From an optimization exercise on the open Yosys and OpenROAD flow, aimed at a short achievable clock period and few clock cycles; shortcuts taken in it are not production practice.

==> job 9828 <==
## tcpu_core
module tcpu_core (
    input  wire        clk,
    input  wire        rst,
    output reg         mem_req,
    output reg         mem_we,
    output reg  [15:0] mem_addr,
    output reg  [7:0]  mem_wdata,
    input  wire        mem_gnt,
    input  wire        mem_rvalid,
    input  wire [7:0]  mem_rdata,
    input  wire        ev_post,
    input  wire [2:0]  ev_kind,
    input  wire [15:0] ev_payload,
    output reg         disk_req,
    output reg         disk_drive,
    output reg         disk_write,
    output reg  [15:0] disk_maddr,
    output reg  [15:0] disk_daddr,
    output reg         halted,
    output reg         waiting,
    output reg  [1:0]  halt_cause,
    input  wire [3:0]  dbg_sel,
    output reg  [15:0] dbg_data
);
    localparam [1:0] HC_NONE = 2'd0, HC_HALT = 2'd1, HC_BADOP = 2'd2, HC_BADDST = 2'd3;
    localparam [2:0] D_OP = 3'd0, D_OB = 3'd1, D_IA0 = 3'd2, D_IA1 = 3'd3,
                     D_IB0 = 3'd4, D_IB1 = 3'd5, D_OF0 = 3'd6, D_OF1 = 3'd7;
    localparam [1:0] T_F = 2'd0,    
                     T_X = 2'd1,    
                     T_D = 2'd2;    
    localparam [2:0] LIMIT = 3'd4;  
    reg  [15:0] x [0:7];    
    reg  [15:0] ipr;        
    reg  [2:0]  ev_k;
    reg  [15:0] ev_p;
  ...
make LEC_CHECK=0 ABC_CLOCK_PERIOD_IN_PS=4000 CAP_MARGIN=20 CORE_MARGIN=2 CORE_UTILIZATION=30 PLACE_DENSITY=0.45 SETUP_SLACK_MARGIN=5 SLEW_MARGIN=20 TNS_END_PERCENT=10 finish   # period 10.0 ns
run.sh (not shown) runs the stock make flow with config.mk's settings and CLKGATE_MAP_FILE= SYNTH_SCRIPT=/design/flow/synth_recipe.tcl, a recipe that flattens the netlist after the stock synthesis.
==> job 1463 (differences from job 9828) <==
--- a/flow/design.v
+++ b/flow/design.v
@@ -366,43 +366,51 @@
         end
     end
     wire ex_free  = ~e_v | e_go;
     wire [15:0] cs_d  = sc_w - cs;
     wire        cs_ov = sc_v & ((cs_d <= 16'd7) | (cs_d == 16'hFFFF));
-    wire hit_pre  = lk_v & lk_hit & ex_free & ~halting & ~fhold & ~cs_ov;
+    wire hv       = lk_v & lk_hit;
+    wire hit_pre  = hv & ex_free & ~halting & ~fhold & ~cs_ov;
     wire hit_ok   = hit_pre & ~kill;
-    wire dec_run  = have & ~halting & ~kill & ~hit_ok;
+    wire dec_run  = have & ~halting & ~kill & ~hv;
     wire bad_op   = (dst == D_OP) & ~op_legal;
     wire bad_dst  = (dst == D_OB) & a_dst & head[7];
     wire bad_fire = dec_run & (bad_op | bad_dst) & ~e_v & ~wt;
     wire cons     = dec_run & ~bad_op & ~bad_dst & (~last | ex_free);
     wire issue    = cons & last;
     wire d_red    = issue & d_pred;
     wire        flush  = xflush | d_red | hit_ok;
-    wire dec_pre  = have & ~halting & ~hit_pre;
-    wire iss_pre  = dec_pre & ~bad_op & ~bad_dst & last & ex_free;
+    wire dec_pre  = have & ~halting & ~hv;
+    wire dec_rdy  = dec_pre & ~bad_op & ~bad_dst & last;
+    wire iss_pre  = dec_rdy & ex_free;
     wire [4:0]  ia_x = h_pn[4:0] ^ h_pn[9:5];
     wire [4:0]  ic_x = d_nip[4:0] ^ d_nip[9:5];
     wire [4:0]  ib_x = cidx;
     wire        hit_a = c_v[ia_x] & (c_tag[ia_x] == h_pn) & ~(sc_v & sc_ovl[ia_x]);
     wire        hit_c = c_v[ic_x] & (c_tag[ic_x] == d_nip) & ~(sc_v & sc_ovl[ic_x]);
     wire        hit_b = c_v[ib_x] & (c_tag[ib_x] == cs) & ~(sc_v & sc_ovl[ib_x]);
-    assign lka = hit_pre ? h_pn : iss_pre ? d_nip : cs;
-    assign lidx = hit_pre ? ia_x : iss_pre ? ic_x : ib_x;
+    wire        sel_c = ~hv & dec_rdy;
+    assign lka  = hv ? h_pn : sel_c ? d_nip : cs;
+    assign lidx = hv ? ia_x : sel_c ? ic_x : ib_x;
+    wire        lk_hold = ~xflush & ~hit_ok & ~issue & (hv | sel_c);
+    reg  [4:0]  lk_idx;
     wire        ld_pre  = hit_pre | iss_pre;
-    wire [2:0]  sel_a   = ~ld_pre ? e_ra : hit_pre ? lk_ra : ca[2:0];
-    wire [2:0]  sel_b   = ~ld_pre ? e_rb : hit_pre ? lk_rb : cb[2:0];
-    wire [2:0]  sel_s   = ~ld_pre ? e_bsidx : hit_pre ? lk_bsidx : d_bsidx;
-    wire        n_areg  = ~ld_pre ? e_areg : hit_pre ? lk_areg : ~ca[3];
-    wire        n_breg  = ~ld_pre ? e_breg : hit_pre ? lk_breg : ~cb[3];
-    wire        n_sreg  = ~ld_pre ? e_bsreg : hit_pre ? lk_bsreg : d_bsreg;
-    wire [15:0] n_aimm  = ~ld_pre ? e_va : hit_pre ? lk_aimm : aimm;
-    wire [15:0] n_bimm  = ~ld_pre ? e_vb : hit_pre ? lk_bimm : bimm;
-    wire [15:0] n_simm  = ~ld_pre ? e_xbase : hit_pre ? lk_bsimm : d_bsimm;
-    wire [15:0] n_va    = ~n_areg ? n_aimm : (ex_wr_a & (e_ra == sel_a)) ? ex_wval : fx[sel_a];
-    wire [15:0] n_vb    = ~n_breg ? n_bimm : (ex_wr_a & (e_ra == sel_b)) ? ex_wval : fx[sel_b];
-    wire [15:0] n_vs    = ~n_sreg ? n_simm : (ex_wr_a & (e_ra == sel_s)) ? ex_wval : fx[sel_s];
+    wire [2:0]  sel_a   = hv ? lk_ra : ca[2:0];
+    wire [2:0]  sel_b   = hv ? lk_rb : cb[2:0];
+    wire [2:0]  sel_s   = hv ? lk_bsidx : d_bsidx;
+    wire        n_areg  = hv ? lk_areg : ~ca[3];
+    wire        n_breg  = hv ? lk_breg : ~cb[3];
+    wire        n_sreg  = hv ? lk_bsreg : d_bsreg;
+    wire [15:0] n_aimm  = hv ? lk_aimm : aimm;
+    wire [15:0] n_bimm  = hv ? lk_bimm : bimm;
+    wire [15:0] n_simm  = hv ? lk_bsimm : d_bsimm;
+    wire [15:0] n_va    = ~ld_pre ? (e_areg  ? fx[e_ra]    : e_va) :
+                          ~n_areg ? n_aimm : (ex_wr_a & (e_ra == sel_a)) ? ex_wval : fx[sel_a];
+    wire [15:0] n_vb    = ~ld_pre ? (e_breg  ? fx[e_rb]    : e_vb) :
+                          ~n_breg ? n_bimm : (ex_wr_a & (e_ra == sel_b)) ? ex_wval : fx[sel_b];
+    wire [15:0] n_vs    = ~ld_pre ? (e_bsreg ? fx[e_bsidx] : e_xbase) :
+                          ~n_sreg ? n_simm : (ex_wr_a & (e_ra == sel_s)) ? ex_wval : fx[sel_s];
     wire [15:0] f_tgt  = xflush ? x_tgt : hit_ok ? h_pn : bimm;
     wire rd_room = (tcnt <= 4'd5);
     wire [2:0]  fcred_c = flush ? 3'd0 : (fcred - {2'd0, cons});
     wire [15:0] fl_p1   = fl + 16'd1;
     wire [15:0] fp_c    = flush ? f_tgt : fl_ex ? fl : fl_p1;
@@ -432,10 +440,11 @@
             dst        <= D_OP;
             dptr       <= 16'h0000;
             cs         <= 16'h0000;
             c_v        <= {NC{1'b0}};
             lk_v       <= 1'b0;
+            lk_idx     <= 5'd0;
             lk_hit     <= 1'b0;
             op         <= 8'h00;
             ob         <= 8'h00;
             ia         <= 16'h0000;
             ib         <= 16'h0000;
@@ -649,45 +658,48 @@
             end else if (e_go)
                 e_v <= 1'b0;
             if (kill)
                 e_v <= 1'b0;
             fhold <= fhold_c;
-            lk_v    <= ~xflush & ~(~hit_pre & iss_pre & d_pred);
-            lk_hit  <= (hit_pre ? hit_a : iss_pre ? hit_c : hit_b) &
-                       ~(iss_pre & (lidx == cidx));
-            lk_alu  <= h_alu;
-            lk_not  <= h_not;
-            lk_neg  <= h_neg;
-            lk_pop  <= h_pop;
-            lk_push <= h_push;
-            lk_jmp  <= h_jmp;
-            lk_call <= h_call;
-            lk_ld   <= h_ld;
-            lk_st   <= h_st;
-            lk_jcc  <= h_jcc;
-            lk_disk <= h_disk;
-            lk_ret  <= h_ret;
-            lk_halt <= h_halt;
-            lk_wait <= h_wait;
-            lk_poll <= h_poll;
-            lk_sub  <= h_op[2:0];
-            lk_ra   <= h_ob[6:4];
-            lk_rb   <= h_ob[2:0];
-            lk_areg <= ~h_ob[7];
-            lk_breg <= ~h_ob[3];
-            lk_aimm <= c_aimm[lidx];
-            lk_bimm <= c_bimm[lidx];
-            lk_of   <= c_of[lidx];
-            lk_nip  <= c_nip[lidx];
-            lk_pt   <= c_pt[lidx];
-            lk_bsreg <= h_st ? ~h_ob[7] : h_ld ? ~h_ob[3] : 1'b1;
-            lk_bsidx <= h_st ? h_ob[6:4] : h_ld ? h_ob[2:0] : 3'd7;
-            lk_bsimm <= h_st ? h_aimm : h_bimm;
-            lk_off   <= h_mem ? c_of[lidx] : (h_pop | h_ret) ? 16'd2 : 16'd0;
-            lk_wck   <= h_st | h_push | (h_call & c_pt[lidx]);
-            lk_lohi  <= h_lo[15:5];
-            lk_lohi1 <= h_lo[15:5] + 11'd1;
+            lk_v    <= ~xflush & (lk_hold ? lk_v : ~(issue & d_pred));
+            lk_hit  <= lk_hold ? (lk_hit & ~(sc_v & sc_ovl[lk_idx])) :
+                       (hv ? hit_a : sel_c ? hit_c : hit_b) & ~(iss_pre & (lidx == cidx));
+            if (!lk_hold) begin
+                lk_idx   <= lidx;
+                lk_alu  <= h_alu;
+                lk_not  <= h_not;
+                lk_neg  <= h_neg;
+                lk_pop  <= h_pop;
+                lk_push <= h_push;
+                lk_jmp  <= h_jmp;
+                lk_call <= h_call;
+                lk_ld   <= h_ld;
+                lk_st   <= h_st;
+                lk_jcc  <= h_jcc;
+                lk_disk <= h_disk;
+                lk_ret  <= h_ret;
+                lk_halt <= h_halt;
+                lk_wait <= h_wait;
+                lk_poll <= h_poll;
+                lk_sub  <= h_op[2:0];
+                lk_ra   <= h_ob[6:4];
+                lk_rb   <= h_ob[2:0];
+                lk_areg <= ~h_ob[7];
+                lk_breg <= ~h_ob[3];
+                lk_aimm <= c_aimm[lidx];
+                lk_bimm <= c_bimm[lidx];
+                lk_of   <= c_of[lidx];
+                lk_nip  <= c_nip[lidx];
+                lk_pt   <= c_pt[lidx];
+                lk_bsreg <= h_st ? ~h_ob[7] : h_ld ? ~h_ob[3] : 1'b1;
+                lk_bsidx <= h_st ? h_ob[6:4] : h_ld ? h_ob[2:0] : 3'd7;
+                lk_bsimm <= h_st ? h_aimm : h_bimm;
+                lk_off   <= h_mem ? c_of[lidx] : (h_pop | h_ret) ? 16'd2 : 16'd0;
+                lk_wck   <= h_st | h_push | (h_call & c_pt[lidx]);
+                lk_lohi  <= h_lo[15:5];
+                lk_lohi1 <= h_lo[15:5] + 11'd1;
+            end
             if (sc_v)
                 for (i = 0; i < NC; i = i + 1)
                     if (sc_ovl[i]) c_v[i] <= 1'b0;
             if (iss_pre) begin
                 c_v[cidx]    <= 1'b1;
==> impl_metrics.env <==
export IMPL_synth_common_cells="4,014 x edfxtp_1, 1,947 x nand2_1, 1,498 x nor2_1"
export IMPL_dr_wl_met3_mm=123
export IMPL_fin_ws_ps=4120
export IMPL_synth_adder_area_share_pct=4.16
export IMPL_status="no timing/DRC/antenna violations"
export IMPL_cts_resized=772
export IMPL_layout_clock_buffers=700
export IMPL_grt_first_pass_wirelength_mm=1540
export IMPL_synth_top_family_by_area="compound AO/OA/AOI/OAI gates"
export IMPL_num_fill_cells=79124
The numbers above come from job 1463.

==> impl_metrics.env <==
export IMPL_yosys_area_top_type="edfxtp_1"
export IMPL_path_buf_inv=5
export IMPL_drc_errors=0
export IMPL_layout_clock_buffers=710
export IMPL_end_kind="register"
export IMPL_synth_top_family_by_area="simple AND/OR/NAND/NOR gates"
export IMPL_place_area_um2=258000
export IMPL_synth_area_per_cell_um2=10.8
export IMPL_pg_seq_mw=24.8
export IMPL_gp_congestion=1.04
export IMPL_status="no timing/DRC/antenna violations"
export IMPL_grt_first_pass_wirelength_mm=1620
export IMPL_clock_sinks=4636
The numbers above come from job 9828.

No run of this note included a check of the RTL's function; only the layout flow was run.

static timing again, ports no longer ideal:
The results above use ideal ports. As a check the final layouts listed here were re-extracted and re-timed, cells and wires unchanged. Step 1 (the two cells are an assumption about what drives the block):
set clk [get_ports {clk}]
set_driving_cell -lib_cell sky130_fd_sc_hd__clkbuf_16 $clk
set_driving_cell -lib_cell sky130_fd_sc_hd__buf_2 [delete_from_list [all_inputs] $clk]
Step 2 adds t to the input delays and takes it off the output delays; t is the mean of the earliest and latest rising clock arrival at the registers after step 1. Input paths then give back, and output paths get back, about the clock's delay inside the block. Slacks: no drivers / after step 1 / after step 2; pairs: no drivers / after step 1.
run	shift t [ns]	slack for setup (ns)	cell pins on the clock port's net
job 9828	1.232	4.076 / 3.977 / 3.135	1
job 1463	1.236	4.122 / 4.122 / 3.541	1
After both steps setup and hold are still met in every run listed. For job 9828, which loses most, drivers alone change the setup slack by -0.099 ns; drivers and shift together by -0.941 ns.
